Context: an optimization exercise on an open-source flow, tuned for small area. The choices shown serve that exercise and are no tape-out recipe. The RTL was checked by simulation tests, not by an equivalence proof against the original design. Power figures rest on the tool's default switching activity, not on a simulated workload.

[design/flow/run.sh]
#!/bin/bash
# synth_recipe.tcl (not shown) runs the flow's synth.tcl, then flattens the netlist and writes it again
# the make line also repeats each setting of config.mk as NAME=value (left out here)
make -C /OpenROAD-flow-scripts/flow DESIGN_CONFIG=/design/flow/config.mk WORK_HOME=/design/flow/orfs CLKGATE_MAP_FILE= SYNTH_SCRIPT=/design/flow/synth_recipe.tcl finish
[design/flow/constraint.sdc]
create_clock -name core_clock -period 10.0 [get_ports {clk}]
set_input_delay 2.0000 -clock core_clock [delete_from_list [all_inputs] [get_ports {clk}]]
set_output_delay 2.0000 -clock core_clock [all_outputs]
set_load 0.01 [all_outputs]
[design/flow/config.mk]
export PLATFORM = sky130hd
export DESIGN_NAME = aes_cbc_dec
export DESIGN_NICKNAME = aes_cbc_dec
export VERILOG_FILES = /design/flow/design.v
export SDC_FILE = /design/flow/constraint.sdc
export NUM_CORES = 4
export LEC_CHECK = 0
export ABC_AREA = 1
export CAP_MARGIN = 20
export CORE_MARGIN = 2
export CORE_UTILIZATION = 40
export SLEW_MARGIN = 20
[design/flow/design.v]
module aes_inv_sbox (
    input  wire [7:0] a,
    output wire [7:0] y
);
    localparam [2047:0] INV_SBOX = 2048'h7d0c2155631469e126d677ba7e042b17619953833cbbebc8b0f52aae4d3be0a0_ef9cc9939f7ae52d0d4ab519a97f51605fec8027591012b131c7078833a8dd1f_f45acd78fec0db9a2079d2c64b3e56fc1bbe18aa0e62b76f89c5291d711af147_6edf751ce837f9e28535ade72274ac9673e6b4f0cecff297eadc674f4111913a_6b8a130103bdafc1020f3fca8f1e2cd00645b3b80558e4f70ad3bc8c00abd890_849d8da75746155edab9edfd5048706c92b6655dcc5ca4d41698688664f6f872_25d18b6d49a25b76b224d92866a12e084ec3fa420b954cee3d23c2a632947b54_cbe9dec444438e3487ff2f9b8239e37cfbd7f3819ea340bf38a53630d56a0952;
    assign y = INV_SBOX[8*a +: 8];
endmodule
module aes_inv_core (
    input  wire [31:0] heads,     
    input  wire [1:0]  sel,       
    input  wire        pass,      
    input  wire        load,      
    input  wire        use_tap,   
    input  wire        first,     
    input  wire [3:0]  rnd,       
    input  wire [3:0]  idx,       
    input  wire [7:0]  tap,       
    output wire [7:0]  hm,        
    output wire [7:0]  y,
    output wire [31:0] mc
);
    function [7:0] xtime;
        input [7:0] b;
        xtime = {b[6:0], 1'b0} ^ (b[7] ? 8'h1b : 8'h00);
    endfunction
    reg [7:0] k;
    always @(*) begin
        case ({first && rnd == 4'd0, rnd, idx})
            {1'b0, 4'd0, 4'd0}: k = 8'h06;
            {1'b0, 4'd0, 4'd1}: k = 8'h02;
            {1'b0, 4'd0, 4'd2}: k = 8'h00;
            {1'b0, 4'd0, 4'd3}: k = 8'h00;
            {1'b0, 4'd0, 4'd4}: k = 8'h00;
            {1'b0, 4'd0, 4'd5}: k = 8'ha4;
            {1'b0, 4'd0, 4'd6}: k = 8'h00;
            {1'b0, 4'd0, 4'd7}: k = 8'h00;
            {1'b0, 4'd0, 4'd8}: k = 8'h52;
            {1'b0, 4'd0, 4'd9}: k = 8'h53;
            {1'b0, 4'd0, 4'd10}: k = 8'h41;
            {1'b0, 4'd0, 4'd11}: k = 8'h31;
            {1'b0, 4'd0, 4'd12}: k = 8'h00;
            {1'b0, 4'd0, 4'd13}: k = 8'h04;
            {1'b0, 4'd0, 4'd14}: k = 8'h00;
            {1'b0, 4'd0, 4'd15}: k = 8'h00;
            {1'b0, 4'd1, 4'd0}: k = 8'hf5;
            {1'b0, 4'd1, 4'd1}: k = 8'h61;
            {1'b0, 4'd1, 4'd2}: k = 8'h63;
            {1'b0, 4'd1, 4'd3}: k = 8'h63;
            {1'b0, 4'd1, 4'd4}: k = 8'hf5;
            {1'b0, 4'd1, 4'd5}: k = 8'hc5;
            {1'b0, 4'd1, 4'd6}: k = 8'h63;
            {1'b0, 4'd1, 4'd7}: k = 8'h63;
            {1'b0, 4'd1, 4'd8}: k = 8'ha7;
            {1'b0, 4'd1, 4'd9}: k = 8'h96;
            {1'b0, 4'd1, 4'd10}: k = 8'h22;
            {1'b0, 4'd1, 4'd11}: k = 8'h52;
            {1'b0, 4'd1, 4'd12}: k = 8'ha7;
            {1'b0, 4'd1, 4'd13}: k = 8'h92;
            {1'b0, 4'd1, 4'd14}: k = 8'h22;
            {1'b0, 4'd1, 4'd15}: k = 8'h52;
            {1'b0, 4'd2, 4'd0}: k = 8'hb8;
            {1'b0, 4'd2, 4'd1}: k = 8'hf2;
            {1'b0, 4'd2, 4'd2}: k = 8'h63;
            {1'b0, 4'd2, 4'd3}: k = 8'h3f;
            {1'b0, 4'd2, 4'd4}: k = 8'h4d;
            {1'b0, 4'd2, 4'd5}: k = 8'h37;
            {1'b0, 4'd2, 4'd6}: k = 8'h00;
            {1'b0, 4'd2, 4'd7}: k = 8'h5c;
            {1'b0, 4'd2, 4'd8}: k = 8'hea;
            {1'b0, 4'd2, 4'd9}: k = 8'ha1;
            {1'b0, 4'd2, 4'd10}: k = 8'h22;
            {1'b0, 4'd2, 4'd11}: k = 8'h0e;
            {1'b0, 4'd2, 4'd12}: k = 8'h4d;
            {1'b0, 4'd2, 4'd13}: k = 8'h33;
            {1'b0, 4'd2, 4'd14}: k = 8'h00;
            {1'b0, 4'd2, 4'd15}: k = 8'h5c;
            {1'b0, 4'd3, 4'd0}: k = 8'h7f;
            {1'b0, 4'd3, 4'd1}: k = 8'h91;
            {1'b0, 4'd3, 4'd2}: k = 8'h29;
            {1'b0, 4'd3, 4'd3}: k = 8'hdc;
            {1'b0, 4'd3, 4'd4}: k = 8'h32;
            {1'b0, 4'd3, 4'd5}: k = 8'ha6;
            {1'b0, 4'd3, 4'd6}: k = 8'h29;
            {1'b0, 4'd3, 4'd7}: k = 8'h80;
            {1'b0, 4'd3, 4'd8}: k = 8'hd8;
            {1'b0, 4'd3, 4'd9}: k = 8'h07;
            {1'b0, 4'd3, 4'd10}: k = 8'h0b;
            {1'b0, 4'd3, 4'd11}: k = 8'h8e;
            {1'b0, 4'd3, 4'd12}: k = 8'h95;
            {1'b0, 4'd3, 4'd13}: k = 8'h34;
            {1'b0, 4'd3, 4'd14}: k = 8'h0b;
            {1'b0, 4'd3, 4'd15}: k = 8'hd2;
            {1'b0, 4'd4, 4'd0}: k = 8'h6f;
            {1'b0, 4'd4, 4'd1}: k = 8'hba;
            {1'b0, 4'd4, 4'd2}: k = 8'h9c;
            {1'b0, 4'd4, 4'd3}: k = 8'hf6;
            {1'b0, 4'd4, 4'd4}: k = 8'h5d;
            {1'b0, 4'd4, 4'd5}: k = 8'h1c;
            {1'b0, 4'd4, 4'd6}: k = 8'hb5;
            {1'b0, 4'd4, 4'd7}: k = 8'h76;
            {1'b0, 4'd4, 4'd8}: k = 8'h85;
            {1'b0, 4'd4, 4'd9}: k = 8'h1b;
            {1'b0, 4'd4, 4'd10}: k = 8'hbe;
            {1'b0, 4'd4, 4'd11}: k = 8'hf8;
            {1'b0, 4'd4, 4'd12}: k = 8'h10;
            {1'b0, 4'd4, 4'd13}: k = 8'h2f;
            {1'b0, 4'd4, 4'd14}: k = 8'hb5;
            {1'b0, 4'd4, 4'd15}: k = 8'h2a;
            {1'b0, 4'd5, 4'd0}: k = 8'h6a;
            {1'b0, 4'd5, 4'd1}: k = 8'h6f;
            {1'b0, 4'd5, 4'd2}: k = 8'h79;
            {1'b0, 4'd5, 4'd3}: k = 8'h3c;
            {1'b0, 4'd5, 4'd4}: k = 8'h37;
            {1'b0, 4'd5, 4'd5}: k = 8'h73;
            {1'b0, 4'd5, 4'd6}: k = 8'hcc;
            {1'b0, 4'd5, 4'd7}: k = 8'h4a;
            {1'b0, 4'd5, 4'd8}: k = 8'hb2;
            {1'b0, 4'd5, 4'd9}: k = 8'h68;
            {1'b0, 4'd5, 4'd10}: k = 8'h72;
            {1'b0, 4'd5, 4'd11}: k = 8'hb2;
            {1'b0, 4'd5, 4'd12}: k = 8'ha2;
            {1'b0, 4'd5, 4'd13}: k = 8'h47;
            {1'b0, 4'd5, 4'd14}: k = 8'hc7;
            {1'b0, 4'd5, 4'd15}: k = 8'h98;
            {1'b0, 4'd6, 4'd0}: k = 8'hea;
            {1'b0, 4'd6, 4'd1}: k = 8'ha9;
            {1'b0, 4'd6, 4'd2}: k = 8'h3f;
            {1'b0, 4'd6, 4'd3}: k = 8'h06;
            {1'b0, 4'd6, 4'd4}: k = 8'hdd;
            {1'b0, 4'd6, 4'd5}: k = 8'hda;
            {1'b0, 4'd6, 4'd6}: k = 8'hf3;
            {1'b0, 4'd6, 4'd7}: k = 8'h4c;
            {1'b0, 4'd6, 4'd8}: k = 8'h6f;
            {1'b0, 4'd6, 4'd9}: k = 8'hb2;
            {1'b0, 4'd6, 4'd10}: k = 8'h81;
            {1'b0, 4'd6, 4'd11}: k = 8'hfe;
            {1'b0, 4'd6, 4'd12}: k = 8'hcd;
            {1'b0, 4'd6, 4'd13}: k = 8'hf5;
            {1'b0, 4'd6, 4'd14}: k = 8'h46;
            {1'b0, 4'd6, 4'd15}: k = 8'h66;
            {1'b0, 4'd7, 4'd0}: k = 8'h4c;
            {1'b0, 4'd7, 4'd1}: k = 8'hf3;
            {1'b0, 4'd7, 4'd2}: k = 8'h0c;
            {1'b0, 4'd7, 4'd3}: k = 8'hbb;
            {1'b0, 4'd7, 4'd4}: k = 8'h91;
            {1'b0, 4'd7, 4'd5}: k = 8'h29;
            {1'b0, 4'd7, 4'd6}: k = 8'hff;
            {1'b0, 4'd7, 4'd7}: k = 8'hf7;
            {1'b0, 4'd7, 4'd8}: k = 8'hfe;
            {1'b0, 4'd7, 4'd9}: k = 8'h9b;
            {1'b0, 4'd7, 4'd10}: k = 8'h7e;
            {1'b0, 4'd7, 4'd11}: k = 8'h09;
            {1'b0, 4'd7, 4'd12}: k = 8'h33;
            {1'b0, 4'd7, 4'd13}: k = 8'h6e;
            {1'b0, 4'd7, 4'd14}: k = 8'h38;
            {1'b0, 4'd7, 4'd15}: k = 8'h6f;
            {1'b0, 4'd8, 4'd0}: k = 8'h53;
            {1'b0, 4'd8, 4'd1}: k = 8'hf4;
            {1'b0, 4'd8, 4'd2}: k = 8'ha4;
            {1'b0, 4'd8, 4'd3}: k = 8'h78;
            {1'b0, 4'd8, 4'd4}: k = 8'hc2;
            {1'b0, 4'd8, 4'd5}: k = 8'hdd;
            {1'b0, 4'd8, 4'd6}: k = 8'h5b;
            {1'b0, 4'd8, 4'd7}: k = 8'h8f;
            {1'b0, 4'd8, 4'd8}: k = 8'h3c;
            {1'b0, 4'd8, 4'd9}: k = 8'h46;
            {1'b0, 4'd8, 4'd10}: k = 8'h25;
            {1'b0, 4'd8, 4'd11}: k = 8'h86;
            {1'b0, 4'd8, 4'd12}: k = 8'h0f;
            {1'b0, 4'd8, 4'd13}: k = 8'h28;
            {1'b0, 4'd8, 4'd14}: k = 8'h1d;
            {1'b0, 4'd8, 4'd15}: k = 8'he9;
            {1'b0, 4'd9, 4'd0}: k = 8'h7c;
            {1'b0, 4'd9, 4'd1}: k = 8'h50;
            {1'b0, 4'd9, 4'd2}: k = 8'hba;
            {1'b0, 4'd9, 4'd3}: k = 8'h0e;
            {1'b0, 4'd9, 4'd4}: k = 8'hbe;
            {1'b0, 4'd9, 4'd5}: k = 8'h8d;
            {1'b0, 4'd9, 4'd6}: k = 8'he1;
            {1'b0, 4'd9, 4'd7}: k = 8'h81;
            {1'b0, 4'd9, 4'd8}: k = 8'h82;
            {1'b0, 4'd9, 4'd9}: k = 8'hcb;
            {1'b0, 4'd9, 4'd10}: k = 8'hc4;
            {1'b0, 4'd9, 4'd11}: k = 8'h07;
            {1'b0, 4'd9, 4'd12}: k = 8'h8d;
            {1'b0, 4'd9, 4'd13}: k = 8'he3;
            {1'b0, 4'd9, 4'd14}: k = 8'hd9;
            {1'b0, 4'd9, 4'd15}: k = 8'hee;
            {1'b0, 4'd10, 4'd0}: k = 8'h5b;
            {1'b0, 4'd10, 4'd1}: k = 8'h65;
            {1'b0, 4'd10, 4'd2}: k = 8'h92;
            {1'b0, 4'd10, 4'd3}: k = 8'h53;
            {1'b0, 4'd10, 4'd4}: k = 8'he5;
            {1'b0, 4'd10, 4'd5}: k = 8'he8;
            {1'b0, 4'd10, 4'd6}: k = 8'h73;
            {1'b0, 4'd10, 4'd7}: k = 8'hd2;
            {1'b0, 4'd10, 4'd8}: k = 8'h67;
            {1'b0, 4'd10, 4'd9}: k = 8'h23;
            {1'b0, 4'd10, 4'd10}: k = 8'hb7;
            {1'b0, 4'd10, 4'd11}: k = 8'hd5;
            {1'b0, 4'd10, 4'd12}: k = 8'hea;
            {1'b0, 4'd10, 4'd13}: k = 8'hc0;
            {1'b0, 4'd10, 4'd14}: k = 8'h6e;
            {1'b0, 4'd10, 4'd15}: k = 8'h3b;
            {1'b1, 4'd0, 4'd0}: k = 8'h07;
            {1'b1, 4'd0, 4'd1}: k = 8'h02;
            {1'b1, 4'd0, 4'd2}: k = 8'h01;
            {1'b1, 4'd0, 4'd3}: k = 8'h00;
            {1'b1, 4'd0, 4'd4}: k = 8'h67;
            {1'b1, 4'd0, 4'd5}: k = 8'h80;
            {1'b1, 4'd0, 4'd6}: k = 8'h4f;
            {1'b1, 4'd0, 4'd7}: k = 8'h43;
            {1'b1, 4'd0, 4'd8}: k = 8'h3c;
            {1'b1, 4'd0, 4'd9}: k = 8'h34;
            {1'b1, 4'd0, 4'd10}: k = 8'h23;
            {1'b1, 4'd0, 4'd11}: k = 8'hc3;
            {1'b1, 4'd0, 4'd12}: k = 8'h5e;
            {1'b1, 4'd0, 4'd13}: k = 8'hac;
            {1'b1, 4'd0, 4'd14}: k = 8'hd7;
            {1'b1, 4'd0, 4'd15}: k = 8'h04;
            default: k = 8'h00;
        endcase
    end
    wire [7:0] h0 = heads[7:0];
    wire [7:0] h1 = heads[15:8];
    wire [7:0] h2 = heads[23:16];
    wire [7:0] h3 = heads[31:24];
    assign hm = sel[1] ? (sel[0] ? h3 : h2) : (sel[0] ? h1 : h0);
    wire [7:0] sb;
    aes_inv_sbox u_sbox (.a(hm), .y(sb));
    assign y = pass ? ((load ? 8'h00 : sb) ^ k ^ (use_tap ? tap : 8'h00)) : hm;
    wire [7:0] s = h0 ^ h1 ^ h2 ^ h3;
    assign mc[7:0]   = h0 ^ s ^ xtime(h0 ^ h1);
    assign mc[15:8]  = h1 ^ s ^ xtime(h1 ^ h2);
    assign mc[23:16] = h2 ^ s ^ xtime(h2 ^ h3);
    assign mc[31:24] = h3 ^ s ^ xtime(h3 ^ h0);
endmodule
module aes_cbc_dec (
    input  wire        clk,
    input  wire        rst,
    input  wire        bus_valid,
    input  wire        bus_we,
    input  wire [7:0]  bus_addr,
    input  wire [31:0] bus_wdata,
    output reg  [31:0] bus_rdata
);
    localparam [1:0] S_IDLE = 2'd0;
    localparam [1:0] S_RUN  = 2'd1;
    localparam [1:0] S_DONE = 2'd2;
    localparam [1:0] S_ERR  = 2'd3;
    localparam [2:0] R_ZERO = 3'd0;
    localparam [2:0] R_STAT = 3'd1;
    localparam [2:0] R_LEN  = 3'd2;
    localparam [2:0] R_ICNT = 3'd3;
    localparam [2:0] R_OCNT = 3'd4;
    localparam [2:0] R_DOUT = 3'd5;
    reg [1:0]   state;
    reg         perr;
    reg [31:0]  len;
    reg [31:0]  icnt;
    reg         full;      
    reg         ordy;      
    reg [3:0]   optr;      
    reg         first;     
    reg [255:0] ch;
    reg [31:0]  lane0, lane1, lane2, lane3;
    reg [2:0]   rsel;
    reg         rbusy;     
    reg         go;
    reg [3:0]   rnd;
    reg [5:0]   cyc;
    wire run  = (state == S_RUN);
    wire eq   = (icnt[31:4] == len[31:4]) && (icnt[3:0] == 4'd0);   
    wire irdy = run && !full && !eq;
    wire busy = run && full && !ordy;
    wire wr = bus_valid && bus_we;
    wire rd = bus_valid && !bus_we;
    wire a_ctrl = (bus_addr == 8'h00);
    wire a_stat = (bus_addr == 8'h04);
    wire a_len  = (bus_addr == 8'h08);
    wire a_din  = (bus_addr == 8'h0C);
    wire a_dout = (bus_addr == 8'h10);
    wire a_icnt = (bus_addr == 8'h14);
    wire a_ocnt = (bus_addr == 8'h18);
    wire [7:0] cmd = bus_wdata[7:0];
    wire idle     = (state == S_IDLE);
    wire do_clear = wr && a_ctrl && (cmd == 8'h02);
    wire do_start = wr && a_ctrl && (cmd == 8'h01) && idle;
    wire do_len   = wr && a_len && idle;
    wire do_push  = wr && a_din && irdy;
    wire do_pop   = rd && a_dout && ordy;
    wire rd_ok    = rd && (a_stat || a_len || a_icnt || a_ocnt);
    wire viol     = bus_valid && !(do_clear || do_start || do_len || do_push || do_pop || rd_ok);
    wire len_ok   = (len != 32'd0) && (len[3:0] == 4'd0);
    wire pass   = go && (cyc[5:4] == 2'd0);
    wire mcph   = go && (cyc >= 6'd16) && (cyc < 6'd28) && (rnd != 4'd10);
    wire isr    = go && (cyc >= 6'd28);
    wire last   = go && (rnd == 4'd0) && (cyc == 6'd15);
    wire load   = (rnd == 4'd10);
    wire [1:0] isr_lane = (cyc < 6'd31) ? 2'd1 : (cyc < 6'd33) ? 2'd2 : 2'd3;
    wire [3:0] optr_m1 = optr - 4'd1;
    wire [1:0] sel = go ? (pass ? cyc[1:0] : isr_lane) : optr_m1[1:0];
    wire pop_rot = do_pop && (optr != 4'd0);
    wire lane_step = pass || isr || pop_rot;
    wire [7:0]  hm, y;
    wire [31:0] mc;
    aes_inv_core u_core (
        .heads   ({lane3[7:0], lane2[7:0], lane1[7:0], lane0[7:0]}),
        .sel     (sel),
        .pass    (pass),
        .load    (load),
        .use_tap (load || (rnd == 4'd0 && !first)),
        .first   (first),
        .rnd     (rnd),
        .idx     (cyc[3:0]),
        .tap     (ch[127:120]),
        .hm      (hm),
        .y       (y),
        .mc      (mc)
    );
    wire ch_en = do_push || (pass && (load || rnd == 4'd0));
    always @(posedge clk) begin
        if (ch_en)
            ch <= {ch[247:0], do_push ? bus_wdata[7:0] : ch[255:248]};
        if (mcph || (lane_step && sel == 2'd0))
            lane0 <= {mcph ? mc[7:0] : y, lane0[31:8]};
        if (mcph || (lane_step && sel == 2'd1))
            lane1 <= {mcph ? mc[15:8] : y, lane1[31:8]};
        if (mcph || (lane_step && sel == 2'd2))
            lane2 <= {mcph ? mc[23:16] : y, lane2[31:8]};
        if (mcph || (lane_step && sel == 2'd3))
            lane3 <= {mcph ? mc[31:24] : y, lane3[31:8]};
    end
    always @(posedge clk) begin
        if (rd) begin
            rbusy <= busy;
            if (do_pop)
                rsel <= R_DOUT;
            else if (rd_ok && a_stat)
                rsel <= R_STAT;
            else if (rd_ok && a_len)
                rsel <= R_LEN;
            else if (rd_ok && a_icnt)
                rsel <= R_ICNT;
            else if (rd_ok && a_ocnt)
                rsel <= R_OCNT;
            else
                rsel <= R_ZERO;
        end
    end
    wire [27:0] ocnt_hi = icnt[31:4] - {26'd0, full} - {26'd0, ordy};
    wire [31:0] status = {20'd0, 3'd0, state == S_ERR, 2'b00, perr,
                          busy || rbusy, ordy && !rbusy, irdy && !rbusy, state};
    always @(*) begin
        case (rsel)
            R_STAT:  bus_rdata = status;
            R_LEN:   bus_rdata = len;
            R_ICNT:  bus_rdata = icnt;
            R_OCNT:  bus_rdata = {ocnt_hi, optr};
            R_DOUT:  bus_rdata = {24'd0, hm};
            default: bus_rdata = 32'd0;
        endcase
    end
    always @(posedge clk) begin
        if (rst || do_clear) begin
            state <= S_IDLE;
            perr  <= 1'b0;
            len   <= 32'd0;
            icnt  <= 32'd0;
            full  <= 1'b0;
            ordy  <= 1'b0;
            optr  <= 4'd0;
            first <= 1'b0;
            go    <= 1'b0;
            rnd   <= 4'd10;
            cyc   <= 6'd0;
        end else begin
            if (viol)
                perr <= 1'b1;
            if (do_start) begin
                state <= len_ok ? S_RUN : S_ERR;
                first <= 1'b1;
            end
            if (do_len)
                len <= bus_wdata;
            if (do_push) begin
                icnt <= icnt + 32'd1;
                if (icnt[3:0] == 4'd15)
                    full <= 1'b1;
            end
            if (do_pop) begin
                optr <= optr + 4'd1;
                if (optr == 4'd15) begin
                    ordy <= 1'b0;
                    if (eq && !full)
                        state <= S_DONE;
                end
            end
            if (!go) begin
                rnd <= 4'd10;
                cyc <= 6'd0;
                if (busy)
                    go <= 1'b1;
            end else if (last) begin
                go    <= 1'b0;
                full  <= 1'b0;
                ordy  <= 1'b1;
                first <= 1'b0;
            end else if (cyc == 6'd33) begin
                cyc <= 6'd0;
                rnd <= rnd - 4'd1;
            end else begin
                cyc <= cyc + 6'd1;
            end
        end
    end
endmodule
==> results of run 1 <==
## final cells by class
cell class                      count  area (um^2)  share of cell area, %
Sequential cell                   473        13350                  47.85
Multi-Input combinational cell   1818         9813                  35.17
Clock buffer                       57         1340                  4.802
Timing Repair Buffer              103        993.5                  3.560
Tap cell                          790        988.4                  3.542
Inverter                          260        975.9                  3.497
Clock inverter                     36        441.7                  1.583
## state kept, by name, indices dropped and copies added, names as in the netlist
register  cells
icnt         32
optr          4
len          32
go            1
lane1        32
rbusy         1
rnd           4
full          1
rsel          3
ordy          1
first         1
lane0        32
lane3        32
lane2        32
state         2
perr          1
ch          256
cyc           6
## worst reg2reg max path, cell delays in order, from the launching register on
cell and delay, ns:
dfxtp_1 0.65, clkinv_1 0.50, ha_1 0.44, nand3_1 0.11, nand2_1 0.09, nand3_4 0.17, nand2_4 0.19, nand2_1 0.11
nand2_1 0.05, nand2_1 0.51, nand2_4 0.50, nand2_1 0.63, nand3_1 0.38, nand3_1 0.19, nand3_1 0.11, nand3_1 0.12
nand3_1 0.13, nand4_1 0.14, nand3_1 0.09, nand2_1 0.20, nand2_1 0.09
## cell usage after synthesis (41+ instances only)
library cell  number  area [um^2]
nand4_1           48        300.3
xor2_1            45        394.1
dfxtp_1           85         1702
xnor2_1           66        578.1
inv_1            239        897.1
nand2_1          494         1854
edfxtp_1         388        11650
a21oi_1          104        520.5
nor2_1           191        716.9
ha_1              47        588.1
clkbuf_1          52        195.2
nor3_1            41        205.2
nand3_1          411         2057
o21ai_0          120        600.6
## final timing paths
| kind | endpoint | slack (ns) | start | depth (start not counted) |
|---|---|---|---|---|
| worst max-delay path | bus_rdata[5] | 2.93 | cyc[0]$_SDFFE_PP0N_ | 13 |
| worst min-delay path | ch[255]$_DFFE_PP_ | 0.40 | ch[247]$_DFFE_PP_ | 0 |
| worst max register to register | lane1[28]$_DFFE_PP_ | 4.33 | cyc[0]$_SDFFE_PP0N_ | 20 |
| worst min register to register | ch[255]$_DFFE_PP_ | 0.40 | ch[247]$_DFFE_PP_ | 0 |
## power breakdown
group	switching, mW	leakage [nW]	internal (mW)
Clock	0.816	0.852	1.16
Sequential	0.000817	4.17	2.10
Combinational	0.0237	5.28	0.0204
Total	0.841	10.3	3.28
## cells in the final DEF (no fill, tap or decap), drive strengths merged, types with 47 or more instances in the layout
master,n
nand4,48
xnor2,66
clkdlybuf4s50,75
nor2,201
edfxtp,388
inv,257
o21ai,123
nand2,514
ha,47
clkbuf,57
a21oi,105
dfxtp,85
nand3,420
## metrics by stage
stage                     utilization [%]  worst slack [ns]
after floorplan                         -            0.8072
after global placement              42.50             3.783
after detailed placement            42.50             3.657
after CTS                           45.40             2.984
after global routing                45.47             2.662
final                               45.47             2.926
## layer usage
metal / GRT usage (%) / vias up / share of wire, % / wire length (um)
li1: - / 9424 / - / -
met1: 33.70 / 9741 / 42 / 33150
met2: 36.88 / 1091 / 44 / 34720
met3: 4.583 / 251 / 8.9 / 7039
met4: 11.39 / 0 / 4.9 / 3833
met5: 0 / - / 0 / 0
## logic make-up (layout without fill, tap and decap cells)
kind of cell	Yosys count	in the layout
xor+xnor	111	111
buf+inv	378	456
flops	473	473
fa+ha+maj	48	48
simple gates	1272	1272
compound gates	387	387
==> impl_metrics.toml, run 1 <==
[status]
status = "complete, no violations"

[layout]
drive_gt1_share_pct = 6.917
final_area_mm2 = 0.02791
nFillCells = 5813
diodes = 0
nets = 2798
final_cells = 3537
area_growth_pct = 12.95

[power_and_ir_drop]
p_per_area_mw_per_mm2 = 147.7
leakagePower_nw = 10.31
p_total_mw = 4.122
peakVddDrop_v = 0.0001758

[critical_path]
worst-path-buf-inv = 3
worstPathCellList = "clkinv_1 > ha_1 > nand3_1 > nand2_1 > nand3_4 > nand2_4 > nand2_2 > nor2_1 > a21oi_2 > nand3b_4 > inv_2 > o221ai_1 > clkdlybuf4s50_1"
cp-start-kind = "flip-flop"
cp_max_fo = 34
crit_type = "reg -> out"
slowest_delay_ns = 0.74
cpMaxStageDelayCell = "inv_2"
cp_top_family = "buffers and inverters"
crit_path_end_kind = "output port"
critPathRequiredTime_ns = 8.00
worst_ep_arrival_time_ns = 5.07

[yosys]
synthDistinctLibCells = 56
postSynthAreaPerCell_um2 = 9.257
synth_compound_area_share_pct = 9.617
syn_nets = 2761
synthXorXnorAreaFrac_pct = 3.935
yosysSeqAreaShare_pct = 54.05
yosys.area_share.simple_pct = 23.48
muxShareOfSynthArea_pct = 0
async_flop_share_pct = 0
synthAdderAreaFrac_pct = 2.461
synth-edff-count = 388
synth-main-ff-cell = "edfxtp_1"
synth_top_family_by_area = "simple AND/OR/NAND/NOR gates"
synth_seq_cells = 473
yosys_warnings = 2
synthCells = 2669
netlist_area_mm2 = 0.02471

[global_route]
grt-ovfl-total = 0
grt_antenna_before_repair = 0
grtUsageTotal_pct = 24.34
grt_first_pass_wirelength_um = 118800
grt_pass1_vias = 19360
grt_start_max_net_pins = 172

[clock_tree]
post_cts_buffers = 0
cts_htree_levels = 2
ctsHoldBuffers = 0
cts-root-buf = "clkbuf_16"
numCtsBuffers = 50
cts_sinks = 473
post_cts_resized = 0
clk_latency_ns = 0.62
tritoncts = "done"
clk_pin_slew_ns = 0.07
clock_path_buffers = 3

[worst_hold_path]
hp-class = "reg -> reg"

[sta]
grt_setup_unrepaired = "no"
hold_slack_ns = 0.4015
fmax_mhz = 141.4
slew_viol_final = 0
fin_worst_skew_ns = 0.04183
setup_viol = 0
finalCriticalPeriod_ns = 7.074
period_share_pct = 70.74
finalHoldViolCount = 0
max_slew_margin_pct = 35.15
tns_ns = 0
tightest_slew_ns = 0.9716

[routing]
drt_iter0_drc = 2269
wl_um = 78740
via_per_inst = 5.798
vias = 20510
avgRoutedWirePerCell_um = 22.26
detail-route-antenna-nets = 0
dr.pass1.iters = 8
drc = 0

[placement]
dpl.hpwl_um = 54720
placed_area_mm2 = 0.02608
numPortBuffers = 75
gp_congestion = 0.9918
placedCellCount = 3443

[floorplan]
ios = 76
coreArea_mm2 = 0.06137
fp-row-count = 91
fp.dieH_um = 252.5
die-area_mm2 = 0.06377
initial_core_util_pct = 40.26
die_x_um = 252.5

[flow_run]
max_cap_violations = 0
==> run 2: changes to the inputs <==
--- a/design/flow/design.v
+++ b/design/flow/design.v
@@ -2,8 +2,55 @@
     input  wire [7:0] a,
     output wire [7:0] y
 );
-    localparam [2047:0] INV_SBOX = 2048'h7d0c2155631469e126d677ba7e042b17619953833cbbebc8b0f52aae4d3be0a0_ef9cc9939f7ae52d0d4ab519a97f51605fec8027591012b131c7078833a8dd1f_f45acd78fec0db9a2079d2c64b3e56fc1bbe18aa0e62b76f89c5291d711af147_6edf751ce837f9e28535ade72274ac9673e6b4f0cecff297eadc674f4111913a_6b8a130103bdafc1020f3fca8f1e2cd00645b3b80558e4f70ad3bc8c00abd890_849d8da75746155edab9edfd5048706c92b6655dcc5ca4d41698688664f6f872_25d18b6d49a25b76b224d92866a12e084ec3fa420b954cee3d23c2a632947b54_cbe9dec444438e3487ff2f9b8239e37cfbd7f3819ea340bf38a53630d56a0952;
-    assign y = INV_SBOX[8*a +: 8];
+    function [1:0] m4;  input [1:0] p, q; reg h;
+        begin h = p[1] & q[1];
+        m4 = {h ^ (p[1] & q[0]) ^ (p[0] & q[1]), h ^ (p[0] & q[0])}; end
+    endfunction
+    function [3:0] m16; input [3:0] p, q; reg [1:0] h;
+        begin h = m4(p[3:2], q[3:2]);
+        m16 = {h ^ m4(p[3:2], q[1:0]) ^ m4(p[1:0], q[3:2]), m4(h, 2'd3) ^ m4(p[1:0], q[1:0])}; end
+    endfunction
+    function [3:0] i16; input [3:0] p;
+        case (p)
+            4'd0: i16 = 4'd0;
+            4'd1: i16 = 4'd1;
+            4'd2: i16 = 4'd3;
+            4'd3: i16 = 4'd2;
+            4'd4: i16 = 4'd10;
+            4'd5: i16 = 4'd8;
+            4'd6: i16 = 4'd14;
+            4'd7: i16 = 4'd13;
+            4'd8: i16 = 4'd5;
+            4'd9: i16 = 4'd11;
+            4'd10: i16 = 4'd4;
+            4'd11: i16 = 4'd9;
+            4'd12: i16 = 4'd15;
+            4'd13: i16 = 4'd7;
+            4'd14: i16 = 4'd6;
+            4'd15: i16 = 4'd12;
+        endcase
+    endfunction
+    wire [7:0] t;
+    assign t[0] = a[0] ^ a[2] ^ a[4] ^ 1'b1;
+    assign t[1] = a[0] ^ a[2] ^ a[5];
+    assign t[2] = a[0] ^ a[4] ^ 1'b1;
+    assign t[3] = a[0] ^ a[1] ^ a[2] ^ a[4];
+    assign t[4] = a[1] ^ a[2] ^ a[3] ^ a[4] ^ a[5] ^ a[6] ^ a[7] ^ 1'b1;
+    assign t[5] = a[3] ^ a[4] ^ a[5] ^ a[6];
+    assign t[6] = a[0] ^ a[1] ^ a[2] ^ a[3] ^ a[6] ^ a[7] ^ 1'b1;
+    assign t[7] = a[1] ^ a[2] ^ a[6] ^ a[7];
+    wire [3:0] ah = t[7:4], al = t[3:0];
+    wire [3:0] d = m16(m16(ah, ah), 4'd15) ^ m16(ah, al) ^ m16(al, al);
+    wire [3:0] di = i16(d);
+    wire [7:0] u = {m16(ah, di), m16(ah ^ al, di)};
+    assign y[0] = u[0] ^ u[2] ^ u[3] ^ u[5] ^ u[6];
+    assign y[1] = u[4] ^ u[5] ^ u[6];
+    assign y[2] = u[1] ^ u[5] ^ u[6];
+    assign y[3] = u[1];
+    assign y[4] = u[1] ^ u[3] ^ u[5];
+    assign y[5] = u[1] ^ u[2] ^ u[3] ^ u[5] ^ u[6];
+    assign y[6] = u[2] ^ u[4] ^ u[7];
+    assign y[7] = u[1] ^ u[2] ^ u[3] ^ u[5] ^ u[6] ^ u[7];
 endmodule
 module aes_inv_core (
     input  wire [31:0] heads,     
@@ -332,31 +379,31 @@
             lane3 <= {mcph ? mc[31:24] : y, lane3[31:8]};
     end
     always @(posedge clk) begin
-        if (rd) begin
-            rbusy <= busy;
-            if (do_pop)
-                rsel <= R_DOUT;
-            else if (rd_ok && a_stat)
-                rsel <= R_STAT;
-            else if (rd_ok && a_len)
-                rsel <= R_LEN;
-            else if (rd_ok && a_icnt)
-                rsel <= R_ICNT;
-            else if (rd_ok && a_ocnt)
-                rsel <= R_OCNT;
-            else
-                rsel <= R_ZERO;
-        end
+        rbusy <= busy;
+        if (do_pop)
+            rsel <= R_DOUT;
+        else if (rd_ok && a_stat)
+            rsel <= R_STAT;
+        else if (rd_ok && a_len)
+            rsel <= R_LEN;
+        else if (rd_ok && a_icnt)
+            rsel <= R_ICNT;
+        else if (rd_ok && a_ocnt)
+            rsel <= R_OCNT;
+        else
+            rsel <= R_ZERO;
     end
-    wire [27:0] ocnt_hi = icnt[31:4] - {26'd0, full} - {26'd0, ordy};
+    wire        sel_o   = (rsel == R_OCNT);
+    wire [27:0] cnt_hi  = icnt[31:4] - {27'd0, sel_o & full} - {27'd0, sel_o & ordy};
+    wire [3:0]  cnt_lo  = sel_o ? optr : icnt[3:0];
     wire [31:0] status = {20'd0, 3'd0, state == S_ERR, 2'b00, perr,
                           busy || rbusy, ordy && !rbusy, irdy && !rbusy, state};
     always @(*) begin
         case (rsel)
             R_STAT:  bus_rdata = status;
             R_LEN:   bus_rdata = len;
-            R_ICNT:  bus_rdata = icnt;
-            R_OCNT:  bus_rdata = {ocnt_hi, optr};
+            R_ICNT:  bus_rdata = {cnt_hi, cnt_lo};
+            R_OCNT:  bus_rdata = {cnt_hi, cnt_lo};
             R_DOUT:  bus_rdata = {24'd0, hm};
             default: bus_rdata = 32'd0;
         endcase
==> run 2 against run 1 <==
Clock-buffer cell count grew 3. Sequential cell count stayed put. Die area shrank 3.0%. Sequential power barely moved. Fmax fell by 11%. Via count decreased by 12%. Worst setup slack lost 0.90 ns. Highest routed layer unchanged.
==> impl_metrics.toml, run 2 <==
[global_route]
grt_start_max_net_pins = 184
grtUsageTotal_pct = 19.94
grt_pass1_vias = 17210
grt_antenna_before_repair = 0
grt_first_pass_wirelength_um = 98330
grt-ovfl-total = 0

[clock_tree]
post_cts_resized = 0
post_cts_buffers = 0
cts_htree_levels = 2
clk_pin_slew_ns = 0.06
tritoncts = "done"
cts-root-buf = "clkbuf_16"
clock_path_buffers = 3
clk_latency_ns = 0.61
numCtsBuffers = 48
ctsHoldBuffers = 0
cts_sinks = 473

[yosys]
yosys_warnings = 3
synth.top_cell.area_share_pct = 48.15
syn_nets = 2587
postSynthAreaPerCell_um2 = 9.580
yosys-top-cells-count = "580 x nand2_1, 384 x edfxtp_1, 211 x inv_1"
synth-edff-count = 384
async_flop_share_pct = 0
synth_most_common_cell = "nand2_1"
synth_largest_area_cell = "edfxtp_1"
synthDistinctLibCells = 68
synth-main-ff-cell = "edfxtp_1"
synth_seq_cells = 473
synthCells = 2500
yosysSeqAreaShare_pct = 55.58
yosys-top-cells-area = "edfxtp_1 48%, nand2_1 9.1%, dfxtp_1 7.4%"
netlist_area_mm2 = 0.02395

[routing]
dr.pass1.iters = 5
vias = 18120
via_per_inst = 5.382
detail-route-antenna-nets = 0
drt_iter0_drc = 1757
avgRoutedWirePerCell_um = 18.70
wl_um = 62960
drc = 0

[placement]
gp_congestion = 0.9133
numPortBuffers = 75
dpl.hpwl_um = 44560
placedCellCount = 3279
post-place-ws_ns = 2.616
placed_area_mm2 = 0.02541

[sta]
fin_ws_ns = 2.026
setup_viol = 0
grt_setup_unrepaired = "no"
tightest_slew_ns = 0.9737
slew_viol_final = 0
max_slew_margin_pct = 35.08
finalHoldViolCount = 0
fin_worst_skew_ns = 0.06044
finalCriticalPeriod_ns = 7.974
tns_ns = 0
fmax_mhz = 125.4
period_share_pct = 79.74

[critical_path]
reg2reg_from = "cyc[0]$_SDFFE_PP0N_"
cp-start-kind = "flip-flop"
cpMaxStageDelayCell = "clkdlybuf4s50_1"
critPathRequiredTime_ns = 8.00
critPathLaunch = "rsel[2]$_SDFF_PP1_"
worst_ep_arrival_time_ns = 5.97
slowest_delay_ns = 0.62
crit_path_end_kind = "output port"
rrSetupSlack_ns = 2.74
reg2reg_depth = 49
worstPathCellList = "inv_1 > nor3_1 > nand2_1 > fa_1 > inv_1 > ha_1 > nor2_1 > nand2_1 > nor3_1 > nand4_1 > nor3_1 > nand3_1 > nor3_1 > nand3_1 > nor3_1 > nand3_1 > nor2_1 > a21oi_1 > o31ai_1 > clkdlybuf4s50_1"
worstSetupEndpoint = "bus_rdata[29]"
cp_max_fo = 5
crit_type = "reg -> out"
timing.rr.end = "lane0[31]$_DFFE_PP_"
path_common_cell = "nor3_1"

[layout]
nets = 2643
final_cell_mix = "579 x nand2_1, 384 x edfxtp_1, 211 x inv_1"
final_common_cell = "nand2_1"
final_cells = 3367
largest_reg_flops = 256
register_area_mm2 = 0.01331
top_register = "ch"
area_growth_pct = 12.86
multi_input_area_mm2 = 0.009336
final_area_mm2 = 0.02703
nFillCells = 5526
drive_gt1_share_pct = 8.292
post-route-util_pct = 45.71

[floorplan]
die_x_um = 248.7
ios = 76
die-area_mm2 = 0.06185
fp.dieH_um = 248.7
initial_core_util_pct = 40.50
fp-row-count = 89
coreArea_mm2 = 0.05913

[status]
status = "complete, no violations"

[worst_hold_path]
hp-class = "reg -> reg"

[power_and_ir_drop]
p_per_area_mw_per_mm2 = 146.2
peakVddDrop_v = 0.0001286
leakagePower_nw = 10.01

[flow_run]
max_cap_violations = 0
run 2: metrics by stage:
stage | total power, mW | hold slack [ns]
floorplan | 2.149 | 0.4003
global placement | 2.172 | 0.4003
detailed placement | 2.173 | 0.4045
CTS | 4.005 | 0.3676
global route | 4.077 | 0.3799
finish | 3.952 | 0.3673
run 2: cell families after synthesis:
group / synth area share (%)
buf+inv: 5.543
flops: 55.58
fa+ha+maj: 2.278
simple gates: 21.85
xor+xnor: 5.297
compound gates: 9.451
run 2: final cells by class:
cell class	instances	share of cell area, %
diodes	1	0.009258
clock buffers	60	4.647
clock inverters	27	1.329
inverters	230	3.231
multi-input cells	1707	34.54
flip-flops and latches	473	49.26
well taps	773	3.578
repair buffers	96	3.407
run 2: where the power goes:
part / total [mW] / switching (mW) / leakage, nW / internal [mW]
clock network: 1.82 / 0.763 / 0.765 / 1.06
registers: 2.10 / 0.000291 / 4.17 / 2.10
logic: 0.0324 / 0.0148 / 5.08 / 0.0175
run 2: worst min path at each step:
stage | start | to | slack, ns | depth (start not counted)
after global routing | lane0[9]$_DFFE_PP_ | lane0[1]$_DFFE_PP_ | 0.38 | 0
after CTS | lane0[9]$_DFFE_PP_ | lane0[1]$_DFFE_PP_ | 0.37 | 0
after floorplan | ch[92]$_DFFE_PP_ | ch[100]$_DFFE_PP_ | 0.40 | 0
after global placement | lane0[11]$_DFFE_PP_ | lane0[3]$_DFFE_PP_ | 0.40 | 0
after detailed placement | ch[103]$_DFFE_PP_ | ch[111]$_DFFE_PP_ | 0.40 | 0
final | lane0[9]$_DFFE_PP_ | lane0[1]$_DFFE_PP_ | 0.37 | 0
run 2: per-layer routing:
layer	track usage [%]	up-vias	share of wire, %
met5	0	-	0
met3	2.842	131	6.0
met4	6.874	0	3.2
met1	28.74	8658	46
met2	30.82	612	45
li1	-	8719	-
run 2: worst max-delay path: cells and delay by family (launching register included):
family | cells | cell delay (ns)
AO/OA/AOI/OAI | 2 | 0.44
adder cells (fa/ha/maj) | 2 | 0.72
buffers and inverters | 3 | 0.74
flip-flops | 1 | 0.37
AND/OR/NAND/NOR | 13 | 3.15
==> run 3: changes to the inputs <==
==> design/flow/flow/run.sh (new file) <==
#!/bin/bash
# Layout flow: the standard ORFS flow, with three changes that only
# affect how much cell area the layout uses:
#  - ABC maps the logic for area (flow/abc_own.script) instead of with the
#    delay-driven buffering/sizing script; registers are mapped by Yosys
#    before ABC runs, exactly as in the standard synthesis;
#  - the port buffers are the smallest buffer instead of clkdlybuf4s50;
#  - clock tree synthesis uses small clock buffers (clkbuf_4) in clusters of
#    at most 9 flip-flops and does not add dummy loads.
# Everything else (synthesis script, floorplan, power grid, tap cells,
# placement, CTS, routing) is the standard flow's. Each tool's output goes
# to a log file in the work folder.
set -euo pipefail
W=$(pwd)
rm -rf "$W/own_scripts"
cp -r "$FLOW_HOME/scripts" "$W/own_scripts"
cp "$W/flow/abc_own.script" "$W/own_scripts/abc_area.script"
export SCRIPTS_DIR="$W/own_scripts"
export ABC_AREA=1
export BUFFER_PORTS_ARGS="-buffer_cell sky130_fd_sc_hd__buf_1"
export CTS_ARGS="-sink_clustering_enable -repair_clock_nets -dont_use_dummy_load -buf_list sky130_fd_sc_hd__clkbuf_4 -sink_clustering_size 9 -sink_clustering_max_diameter 40"
make -C "$FLOW_HOME" DESIGN_CONFIG="$W/config.mk" WORK_HOME="$W/orfs" \
    CLKGATE_MAP_FILE= SYNTH_SCRIPT="$W/synth_recipe.tcl" finish > "$W/make_finish.log" 2>&1
R="$W/orfs/results/${FLOW_PLATFORM:-sky130hd}/aes_cbc_dec/base"
: # left out here: write the final layout as DEF
==> design/flow/flow/abc_own.script (new file) <==
strash
&get -n
&fraig -x
&put
scorr
dc2
strash
&get -n
&dch -f
&nf -R 1000 -a
&put
==> design/flow/standard.sh (new file) <==
#!/bin/bash
# synth_recipe.tcl (not shown) runs the flow's synth.tcl, then flattens the netlist and writes it again
# the make line also repeats each setting of config.mk as NAME=value (left out here)
make -C /OpenROAD-flow-scripts/flow DESIGN_CONFIG=/design/flow/config.mk WORK_HOME=/design/flow/orfs CLKGATE_MAP_FILE= SYNTH_SCRIPT=/design/flow/synth_recipe.tcl "${@:-finish}"
removed: design/flow/run.sh
==> run 3 against run 2 <==
Worst setup slack worse by 0.49 ns. Final area down 13%. Clock-buffer cell count up 12. Global-route usage down 0.24 points. Final cell count down 20%. Hold slack better by 0.0027 ns. Largest power group unchanged. Highest routed layer unchanged.
==> impl_metrics.toml, run 3 <==
[yosys]
yosys.area_share.simple_pct = 12.79
synth_seq_cells = 473
synth_top_family_by_area = "simple AND/OR/NAND/NOR gates"
postSynthAreaPerCell_um2 = 11.82
synth_compound_area_share_pct = 12.39
yosys-top-cells-count = "384 x edfxtp_1, 189 x nand2_1, 189 x o21ai_0"
synth-edff-count = 384
synth-main-ff-cell = "edfxtp_1"
yosys-top-cells-area = "edfxtp_1 54%, dfxtp_1 8.3%, xnor2_1 5.6%"
yosysSeqAreaShare_pct = 62.23
synthAdderAreaFrac_pct = 2.550
synth.top_cell.area_share_pct = 53.90
netlist_area_mm2 = 0.02139
synth_most_common_cell = "edfxtp_1"
synth_largest_area_cell = "edfxtp_1"
syn_nets = 1897
synthDistinctLibCells = 62
synthXorXnorAreaFrac_pct = 8.475
async_flop_share_pct = 0
yosys_warnings = 3
synthCells = 1810
muxShareOfSynthArea_pct = 0.8890

[clock_tree]
post_cts_resized = 0
clk_pin_slew_ns = 0.10
cts-root-buf = "clkbuf_4"
post_cts_buffers = 0
clk_latency_ns = 0.82
cts_sinks = 473
ctsHoldBuffers = 0
tritoncts = "done"
numCtsBuffers = 72
cts_htree_levels = 3
clock_path_buffers = 3

[critical_path]
cp_top_family = "simple AND/OR/NAND/NOR gates"
rrSetupSlack_ns = 1.59
cp-start-kind = "flip-flop"
critPathRequiredTime_ns = 8.00
crit_path_end_kind = "output port"
worstPathCellList = "nor3b_1 > nand2_1 > fa_1 > clkinv_1 > ha_1 > nor4_1 > nor3b_1 > nand2_1 > nor3_1 > and3_1 > nand2_1 > or3_1 > nor3_1 > or3b_1 > xnor2_1 > o21ai_0 > buf_1"
timing.rr.end = "lane3[31]$_DFFE_PP_"
reg2reg_from = "cyc[1]$_SDFFE_PP0N_"
reg2reg_depth = 34
worst-path-buf-inv = 2
slowest_delay_ns = 0.83
cp_max_fo = 8
cpMaxStageDelayCell = "nor3b_1"
worst_ep_arrival_time_ns = 6.46
crit_type = "reg -> out"
path_common_cell = "nand2_1"

[floorplan]
ios = 76
initial_core_util_pct = 40.55
fp.dieH_um = 235.3
die-area_mm2 = 0.05535
fp-row-count = 84
die_x_um = 235.3
coreArea_mm2 = 0.05276

[power_and_ir_drop]
p_per_area_mw_per_mm2 = 130.4
p_seq_share_pct = 68.7
peakVddDrop_v = 0.0001000
p_sw_share_pct = 20.26
intPower_mw = 2.434
leakagePower_nw = 6.730
switching_power_uw = 618.5
clkPwrFrac_pct = 30.6
share_comb_of_total_power_pct = 0.8

[layout]
final_cells = 2683
largest_reg_flops = 256
final_common_cell = "edfxtp_1"
area_growth_pct = 9.381
drive_gt1_share_pct = 6.021
final_cell_mix = "384 x edfxtp_1, 189 x nand2_1, 185 x o21ai_0"
nets = 2082
top_register = "ch"

[sta]
tightest_slew_ns = 0.9928
slew_viol_final = 0
setup_viol = 0
tns_ns = 0
max_slew_margin_pct = 33.67
period_share_pct = 84.64
finalHoldViolCount = 0
fmax_mhz = 118.1
grt_setup_unrepaired = "no"
finalCriticalPeriod_ns = 8.464
fin_worst_skew_ns = 0.1430

[worst_hold_path]
holdPathEnd = "ch[174]$_DFFE_PP_"
hp-class = "reg -> reg"
min_path_cells = 0
hp-start = "ch[166]$_DFFE_PP_"

[placement]
numPortBuffers = 75
dpl.hpwl_um = 37440
placedCellCount = 2609
gp_congestion = 0.9180

[routing]
vias = 15310
dr.pass1.iters = 6
avgRoutedWirePerCell_um = 20.44
drc = 0
wl_um = 54850
drt_iter0_drc = 1562
via_per_inst = 5.707
detail-route-antenna-nets = 0

[global_route]
grtUsageTotal_pct = 19.70
grt_antenna_before_repair = 3
grt-ovfl-total = 0
grt_pass1_vias = 14600
grt_start_max_net_pins = 190
grt_first_pass_wirelength_um = 85380

[status]
status = "complete, no violations"

[flow_run]
max_cap_violations = 0
==> run 3: cells by family (layout without fill, tap and decap cells) <==
| kind of cell | count (synthesis) | after routing |
|---|---|---|
| xor+xnor | 207 | 207 |
| mux | 18 | 18 |
| other cells | 0 | 2 |
| flops | 473 | 473 |
| buf+inv | 39 | 222 |
| simple gates | 581 | 581 |
| fa+ha+maj | 43 | 43 |
| compound gates | 449 | 449 |
==> run 3: metrics by stage <==
| step | util [%] | setup WS, ns | cell area [um^2] | hold WS (ns) | total power, mW |
|---|---|---|---|---|---|
| after CTS | 44.33 | 1.478 | 23390 | 0.3670 | 3.104 |
| after global routing | 44.35 | 0.6526 | 23400 | 0.3874 | 3.186 |
| after floorplan | - | 0.5746 | 21390 | 0.4003 | 2.149 |
| final | 44.35 | 1.536 | 23400 | 0.3700 | 3.052 |
| after detailed placement | 43.31 | 1.721 | 22850 | 0.4045 | 2.164 |
| after global placement | 43.31 | 2.008 | 22850 | 0.4007 | 2.164 |
==> run 3: metal layers <==
metal	vias up	wire, um	GRT usage [%]
li1	7153	-	-
met1	7442	25610	29.03
met2	593	23560	28.47
met3	123	4004	4.233
met4	0	1669	7.257
met5	-	0	0
==> run 3: power groups by stage <==
stage	clock network, mW	registers, mW	logic (mW)
global placement	0	2.14	0.0236
CTS	0.985	2.10	0.0239
global route	1.06	2.10	0.0268
floorplan	0	2.14	0.00925
detailed placement	0	2.14	0.0238
finish	0.933	2.10	0.0239
==> run 3: worst max-delay path by stage <==
stage	start	end	slack (ns)	cells past startpoint
CTS	rsel[2]$_SDFF_PP1_	bus_rdata[31]	1.48	17
finish	rsel[2]$_SDFF_PP1_	bus_rdata[31]	1.54	17
global route	cyc[1]$_SDFFE_PP0N_	lane3[31]$_DFFE_PP_	0.65	33
detailed placement	cyc[1]$_SDFFE_PP0N_	lane3[31]$_DFFE_PP_	1.72	34
floorplan	bus_addr[5]	ch[0]$_DFFE_PP_	0.57	4
global placement	cyc[1]$_SDFFE_PP0N_	lane3[31]$_DFFE_PP_	2.01	37
==> run 3: area by class of cell <==
class | count | area (um^2)
timing repair buffer | 111 | 564.3
sequential | 473 | 13320
antenna | 2 | 5.005
tap | 688 | 860.8
inverter | 39 | 146.4
multi-input combinational | 1298 | 7968
fill | 4929 | 29360
clock buffer | 72 | 540.5

port drivers added, routing unchanged:
In the flow no input, the clock included, has a driving cell. The finished layouts below were timed again as built, in two steps. Step 1 sets driving cells, clkbuf_16 on the clock port and buf_2 on the other inputs (assumed; they add their load-dependent delay and slew). Step 2, shift: input delay + t, output delay - t, t = (earliest + latest rising clock arrival at the registers) / 2. This alone moves slack from input paths to output paths. Slacks: no drivers / after step 1 / after step 2; pairs: no drivers / after step 1.
run	shift t [ns]	setup WS [ns]	worst register clock-pin slew, ns	worst slew at a driven data input, ns
run 1	0.652	2.926 / 2.866 / 3.518	0.07 / 0.07	0.07
run 2	0.641	2.026 / 1.966 / 2.607	0.06 / 0.06	0.06
run 3	0.806	1.536 / 1.477 / 1.589	0.10 / 0.10	0.04
After both steps every run listed still meets setup and hold.
